Context: an optimization exercise on an open-source flow, tuned for small area, a short achievable clock period and few clock cycles. The choices shown serve that exercise and are no tape-out recipe. Function was checked by simulation only, so behaviour that the tests miss may differ from the original. No activity file was given, so power comes from the tool's default toggle rates.

==> flow/design.v <==
module vad_unit (
    input  wire        clk,
    input  wire        rst,           
    input  wire        cmd_valid,
    output wire        cmd_ready,
    input  wire [1:0]  cmd_op,        
    input  wire [31:0] cmd_arg,       
    input  wire [31:0] cmd_blen,      
    input  wire        s_valid,
    output wire        s_ready,
    input  wire [31:0] s_data,
    output wire        iv_valid,
    input  wire        iv_ready,
    output wire [15:0] iv_data,
    output wire        iv_last,
    output wire [1:0]  iv_mode,
    output wire        iv_reset,
    input  wire        vd_valid,
    input  wire [1:0]  vd_code,
    output wire        done,
    output wire [31:0] result,
    output wire        rate_reject,
    output wire [31:0] hist_err,
    output wire [31:0] hist_sil,
    output wire [31:0] hist_voice,
    output wire [31:0] hist_noise,
    output wire [31:0] vad_rate,
    output wire [10:0] vad_flen,
    output wire [10:0] vad_off,
    output wire [1:0]  vad_mode
);
    localparam [1:0] OP_INIT    = 2'd1;
    localparam [1:0] OP_SETMODE = 2'd2;
    localparam [1:0] OP_PROCESS = 2'd3;
    localparam [1:0] V_SIL   = 2'd0;
    localparam [1:0] V_VOICE = 2'd1;
    localparam [1:0] V_NOISE = 2'd2;
    localparam [1:0] V_ERR   = 2'd3;
    function [15:0] quant;
        input [31:0] w;
        reg        sgn;
        reg [7:0]  e;
        reg [22:0] m;
        reg [23:0] mant;
        reg [7:0]  sh;
        reg [23:0] t;
        reg [16:0] r;
        reg [15:0] mag;
        begin
            sgn  = w[31];
            e    = w[30:23];
            m    = w[22:0];
            mant = {1'b1, m};
            if (e == 8'hFF) begin
                mag = (m != 23'd0) ? 16'd0 : 16'd32767;    
            end else if (e >= 8'd127) begin
                mag = 16'd32767;                            
            end else if (e < 8'd110) begin
                mag = 16'd0;                                
            end else begin
                sh  = 8'd134 - e;                           
                t   = mant >> sh;                           
                r   = ({1'b0, t[15:0]} + 17'd1) >> 1;       
                mag = (r > 17'd32767) ? 16'd32767 : r[15:0];
            end
            quant = sgn ? (16'd0 - mag) : mag;
        end
    endfunction
    function [10:0] frame_len;
        input [31:0] rate;
        begin
            case (rate)
                32'd8000:  frame_len = 11'd240;
                32'd16000: frame_len = 11'd480;
                32'd32000: frame_len = 11'd960;
                32'd48000: frame_len = 11'd1440;
                default:   frame_len = 11'd0;
            endcase
        end
    endfunction
    localparam S_IDLE = 1'b0;
    localparam S_RUN  = 1'b1;
    reg        state;
    reg [31:0] rate_c;
    reg [10:0] flen_c;
    reg [10:0] off_c;
    reg [1:0]  mode_c;
    reg [31:0] result_c;
    reg        rrej_c;
    reg [31:0] he_c, hs_c, hv_c, hn_c;
    reg        done_q;
    reg        ivrst_q;
    reg [31:0] rate_w;
    reg [10:0] flen_w;
    reg [10:0] off_w;
    reg [29:0] rem;
    reg [31:0] frames;
    reg [31:0] he_w, hs_w, hv_w, hn_w;
    reg        ivv_q;
    reg [15:0] ivd_q;
    reg        ivl_q;
    wire accept = cmd_valid && cmd_ready;
    wire [10:0] arg_flen   = frame_len(cmd_arg);
    wire        rate_pass  = (rate_c == 32'd0) ? (arg_flen != 11'd0)
                                               : (cmd_arg == rate_c);
    wire        take       = s_valid && s_ready;
    wire        last_samp  = (off_w + 11'd1 == flen_w);
    wire [31:0] total      = he_w + hs_w + hv_w + hn_w;
    wire        finish     = (state == S_RUN) && (rem == 30'd0) && !ivv_q &&
                             (frames == total);
    wire [34:0] five_v     = {3'd0, hv_w} * 35'd5;
    wire [34:0] four_t     = {3'd0, total} * 35'd4;
    wire [31:0] decision   = (total == 32'd0) ? 32'd0 :
                             (he_w != 32'd0)  ? 32'hFFFFFFFF :
                             (five_v >= four_t) ? 32'd1 : 32'd0;
    assign cmd_ready = (state == S_IDLE);
    assign s_ready   = (state == S_RUN) && (rem != 30'd0) && (!ivv_q || iv_ready);
    always @(posedge clk) begin
        if (rst) begin
            state    <= S_IDLE;
            rate_c   <= 32'd0;
            flen_c   <= 11'd0;
            off_c    <= 11'd0;
            mode_c   <= 2'd0;
            result_c <= 32'd0;
            rrej_c   <= 1'b0;
            he_c     <= 32'd0;
            hs_c     <= 32'd0;
            hv_c     <= 32'd0;
            hn_c     <= 32'd0;
            done_q   <= 1'b0;
            ivrst_q  <= 1'b0;
            rate_w   <= 32'd0;
            flen_w   <= 11'd0;
            off_w    <= 11'd0;
            rem      <= 30'd0;
            frames   <= 32'd0;
            he_w     <= 32'd0;
            hs_w     <= 32'd0;
            hv_w     <= 32'd0;
            hn_w     <= 32'd0;
            ivv_q    <= 1'b0;
            ivd_q    <= 16'd0;
            ivl_q    <= 1'b0;
        end else begin
            done_q  <= 1'b0;
            ivrst_q <= 1'b0;
            if (state == S_IDLE) begin
                if (accept) begin
                    case (cmd_op)
                        OP_INIT: begin
                            rate_c   <= 32'd0;
                            flen_c   <= 11'd0;
                            off_c    <= 11'd0;
                            mode_c   <= 2'd0;
                            he_c     <= 32'd0;
                            hs_c     <= 32'd0;
                            hv_c     <= 32'd0;
                            hn_c     <= 32'd0;
                            result_c <= 32'd1;
                            rrej_c   <= 1'b0;
                            ivrst_q  <= 1'b1;
                            done_q   <= 1'b1;
                        end
                        OP_SETMODE: begin
                            if (cmd_arg <= 32'd3) begin
                                mode_c   <= cmd_arg[1:0];
                                result_c <= 32'd1;
                            end else begin
                                result_c <= 32'd0;
                            end
                            rrej_c <= 1'b0;
                            done_q <= 1'b1;
                        end
                        OP_PROCESS: begin
                            if (!rate_pass) begin
                                result_c <= 32'hFFFFFFFF;
                                he_c     <= 32'd0;
                                hs_c     <= 32'd0;
                                hv_c     <= 32'd0;
                                hn_c     <= 32'd0;
                                rrej_c   <= 1'b1;
                                done_q   <= 1'b1;
                            end else begin
                                state  <= S_RUN;
                                rate_w <= cmd_arg;
                                flen_w <= (rate_c == 32'd0) ? arg_flen : flen_c;
                                off_w  <= off_c;
                                rem    <= cmd_blen[31:2];
                                frames <= 32'd0;
                                he_w   <= 32'd0;
                                hs_w   <= 32'd0;
                                hv_w   <= 32'd0;
                                hn_w   <= 32'd0;
                            end
                        end
                        default: ;
                    endcase
                end
            end else begin
                if (take) begin
                    ivv_q <= 1'b1;
                    ivd_q <= quant(s_data);
                    ivl_q <= last_samp;
                    off_w <= last_samp ? 11'd0 : off_w + 11'd1;
                    rem   <= rem - 30'd1;
                    if (last_samp)
                        frames <= frames + 32'd1;
                end else if (iv_ready) begin
                    ivv_q <= 1'b0;
                end
                if (vd_valid) begin
                    case (vd_code)
                        V_SIL:   hs_w <= hs_w + 32'd1;
                        V_VOICE: hv_w <= hv_w + 32'd1;
                        V_NOISE: hn_w <= hn_w + 32'd1;
                        default: he_w <= he_w + 32'd1;
                    endcase
                end
                if (finish) begin
                    state    <= S_IDLE;
                    rate_c   <= rate_w;
                    flen_c   <= flen_w;
                    off_c    <= off_w;
                    he_c     <= he_w;
                    hs_c     <= hs_w;
                    hv_c     <= hv_w;
                    hn_c     <= hn_w;
                    result_c <= decision;
                    rrej_c   <= 1'b0;
                    done_q   <= 1'b1;
                end
            end
        end
    end
    assign iv_valid    = ivv_q;
    assign iv_data     = ivd_q;
    assign iv_last     = ivl_q;
    assign iv_mode     = mode_c;
    assign iv_reset    = ivrst_q;
    assign done        = done_q;
    assign result      = result_c;
    assign rate_reject = rrej_c;
    assign hist_err    = he_c;
    assign hist_sil    = hs_c;
    assign hist_voice  = hv_c;
    assign hist_noise  = hn_c;
    assign vad_rate    = rate_c;
    assign vad_flen    = flen_c;
    assign vad_off     = off_c;
    assign vad_mode    = mode_c;
endmodule
==> flow/run.sh <==
#!/bin/bash
# synth_recipe.tcl (not shown) runs the flow's synth.tcl, then flattens the netlist and writes it again
# the make line also repeats each setting of config.mk as NAME=value (left out here)
make -C /OpenROAD-flow-scripts/flow DESIGN_CONFIG=/design/flow/config.mk WORK_HOME=/design/flow/orfs CLKGATE_MAP_FILE= SYNTH_SCRIPT=/design/flow/synth_recipe.tcl finish
==> flow/config.mk <==
export PLATFORM = sky130hd
export DESIGN_NAME = vad_unit
export DESIGN_NICKNAME = vad_unit
export VERILOG_FILES = /design/flow/design.v
export SDC_FILE = /design/flow/constraint.sdc
export NUM_CORES = 4
export LEC_CHECK = 0
export CAP_MARGIN = 20
export CORE_MARGIN = 2
export CORE_UTILIZATION = 40
export SLEW_MARGIN = 20
==> flow/constraint.sdc <==
create_clock -name core_clock -period 8.0 [get_ports {clk}]
set_input_delay 1.6000 -clock core_clock [delete_from_list [all_inputs] [get_ports {clk}]]
set_output_delay 1.6000 -clock core_clock [all_outputs]
set_load 0.01 [all_outputs]
==> metrics.yaml <==
drt:
  wire_per_inst_um: 19.9
  dr.pass1.iters: 5
  routed.top_layer: "met5"
  wl_met2_um: 43300
  drt_drc_violations_left: 0
  ant_nets: 0
  wl_um: 96200
  vias_per_cell: 5.61
  dr_wl_met3_um: 6870
  drtIter0Drc: 1967
  routedLengthMet1_um: 43200
  vias: 27000
floorplanning:
  rows: 99
  io_pins: 347
  dieWidth_um: 276
  core_area_um2: 73100
  die-area_um2: 76200
  initial_core_util_pct: 40.5
  fp.dieH_um: 276
synthesis:
  ys_ff_latch: 452
  avgSynthCellArea_um2: 8.16
  synth_area_leaders: "dfxtp_1 (31%), ha_1 (5.9%), a21oi_1 (4.8%)"
  synth_area_leader_cell: "dfxtp_1"
  syn-num-nets: 3938
  async_flop_share_pct: 0
  ys_seq_area_share_pct: 30.5
  netlist_instances: 3629
  ys_warn_count: 1
  yosysTopAreaCellShare_pct: 30.5
  synth_edf_count: 0
  synth.distinct_cells: 114
  synth_area_um2: 29600
  synth_ff_type: "dfxtp_1"
status:
  status: "no timing/DRC/antenna violations"
power:
  swShare_pct: 24.5
  leakage_nw: 13.4
  intPower_mw: 3.80
  ir_drop_mv: 0.164
  power_switching_mw: 1.23
  power_mw: 5.03
  p_per_area_nw_per_um2: 143
  p_clk_share_pct: 47.6
  seqPwrFrac_pct: 44.8
  comb_power_share_pct: 7.7
sta:
  rsz0062_at_grt: "false"
  period_share_pct: 87.2
  setup_viol: 0
  final.setup.tns_ns: 0
  worst_pin_slew_ns: 1.19
  fin_crit_ns: 6.97
  relSlewSlack_pct: 20.4
  hold_violations: 0
  skew_ns: 0.0267
  final_max_slew_viol_count: 0
  fmax_ghz: 0.143
grt:
  grt_pass1_vias: 25500
  overflow: 0
  antenna_found_initial: 8
  grt_use_total_pct: 24.4
  grt_pass1_wl_um: 149000
  grt_start_max_net_pins: 107
cts:
  clockBufferDepth: 3
  htreeDepth: 2
  ctsResizeCount: 0
  numCtsBuffers: 49
  ctsRootBufferMaster: "clkbuf_16"
  clk_pin_slew_ns: 0.06
  hold_buffers: 0
  worst_skew_pair.late_latency_ns: 0.61
  cts_sinks: 452
  cts_tree: "built"
  cts_setup_buffers: 0
setup_path:
  worstPathArrival_ns: 7.48
  critPathLaunchType: "register"
  required_ns: 8.50
  crit_slowest_cell: "o311a_2"
  max_stage_delay_ns: 0.88
  cp_max_fo: 33
  end_kind: "register"
  worstSetupPathType: "reg2reg"
  path_cells: "inv_1, fa_1, fa_1, inv_1, ha_1, o21a_1, and3_1, nor3_1, xnor3_1, or4b_1, nor4b_1, nand4b_1, nor4_1, nand4_1, o311a_2, buf_4, a22o_1"
worst_hold_path:
  hp-class: "reg2reg"
final_layout:
  nNetsFinal: 4135
  area_growth_pct: 19.1
  num-fill-cells: 7213
  layout-drive-gt1-share_pct: 5.43
placed_design:
  hpwlAfterDp_um: 73200
  port-buffer-count: 344
  gp_congestion: 0.904
flow_run:
  cap_violations: 0
==> cell families after synthesis <==
| family | synth area share [%] |
|---|---|
| compound gates | 17.6 |
| xor+xnor | 8.71 |
| mux | 3.58 |
| flops | 30.5 |
| fa+ha+maj | 10.2 |
| simple gates | 23.8 |
| buf+inv | 5.61 |
==> metrics by stage <==
step                worst slack (ns)  cell area (µm²)  hold WS (ns)  cells  utilization, %
finish                          1.03            35300         0.448   4824            48.3
global route                   0.720            35300         0.471   4824            48.3
CTS                             1.07            35300         0.452   4822            48.3
detailed placement             0.587            33600         0.443   4733            45.9
global placement               0.695            33600         0.439   4733            45.9
floorplan                       2.05            29600         0.442   3629               -
==> layout by cell type, fill, tap and decap left out, drive strengths merged, types with 70 or more instances in the layout <==
cell type and count:
mux2i 79, o21ai 115, a21oi 284, dfxtp 452
nor2 358, inv 155, xnor2 163, xor2 98
nand3 254, ha 140, nand2 353, clkbuf 70
clkdlybuf4s50 342
==> power by group through the flow <==
stage          sequential, mW  clock (mW)  combinational [mW]
2_1_floorplan            2.30           0               0.239
3_3_place_gp             2.30           0               0.380
3_5_place_dp             2.30           0               0.379
4_1_cts                  2.25        2.43               0.381
5_1_grt                  2.25        2.52               0.417
6_report                 2.25        2.39               0.385
==> layout make-up <==
class | count | area (µm²) | share of cell area, %
antenna | 1 | 2.50 | 0.00709
timing repair buffer | 382 | 3790 | 10.7
multi-input combinational | 2786 | 19000 | 53.8
clock inverter | 20 | 236 | 0.670
clock buffer | 69 | 1450 | 4.12
inverter | 155 | 582 | 1.65
sequential | 452 | 9050 | 25.7
tap | 959 | 1200 | 3.40
==> Yosys cell counts (18+ instances only) <==
master and n:
dfxtp_1 452, nor2_1 357, nand2_1 353, a21oi_1 283
nand3_1 253, xnor2_1 161, clkbuf_1 158, inv_1 153
ha_1 140, o21ai_0 110, xor2_1 97, mux2i_1 79
nand4_1 64, fa_1 63, nor3_1 61, a22o_1 59
and3_1 54, a211oi_1 48, nor4_1 47, or3_1 44
buf_4 37, a21o_1 35, nand2b_1 32, buf_2 31
o21a_1 30, a31oi_1 23, nor2b_1 20, o211ai_1 20
and2_1 18
==> metal layers <==
layer | vias to the layer above | track usage, %
li1 | 13300 | -
met1 | 12800 | 33.1
met2 | 764 | 38.7
met3 | 134 | 5.54
met4 | 12 | 7.15
met5 | - | 0
==> state kept, by name, summed over array words and instances (netlist names), 2 cells and up <==
register and count:
flen_c 11, flen_w 11, frames 32, he_c 32
he_w 32, hn_c 32, hn_w 32, hs_c 32
hs_w 32, hv_c 32, hv_w 32, ivd_q 16
mode_c 2, off_c 11, off_w 11, rate_c 32
rate_w 32, rem 30, result_c 2
==> worst paths after layout <==
check           from        to  slack (ns)  cells past startpoint
min reg2reg  hs_c[8]   hs_c[8]        0.45                      2
max reg2reg  hv_w[4]  off_c[9]        1.03                     17
max          hv_w[4]  off_c[9]        1.03                     17
min          hs_c[8]   hs_c[8]        0.45                      2
==> worst max-delay path, delay by kind of cell (launching register included) <==
kind / cells / cell delay [ns]
simple gates: 7 / 2.68
fa+ha+maj: 3 / 1.49
compound gates: 3 / 1.34
buf+inv: 3 / 0.53
flops: 1 / 0.49
xor+xnor: 1 / 0.31
Testbench counts, summed over its fixed seeds: cycles 280,034.

==> afterwards: timing with drivers on the ports <==
In the flow no input, the clock included, has a driving cell. The finished layout below was timed again as built, in two steps.
Step 1 assumes that a clkbuf_16 drives the clock port and a buf_2 every other input.
Step 2 adds t to the input delays and takes it off the output delays; t is the mean of the earliest and latest rising clock arrival at the registers after step 1. Input paths then give back, and output paths get back, about the clock's delay inside the block.
Three values: no drivers, after step 1, after step 2; two values: the first two.
t, ns: 0.667
setup slack, ns: 1.026 / 1.026 / 0.512
hold WS [ns]: 0.448 / 0.448 / 0.448
worst slew at a driven data input, ns: 0.10
cell pins on the clock port's net: 1
After both steps this run still meets setup and hold. For this run, drivers alone change the setup slack by 0.000 ns; drivers and shift together by -0.514 ns.
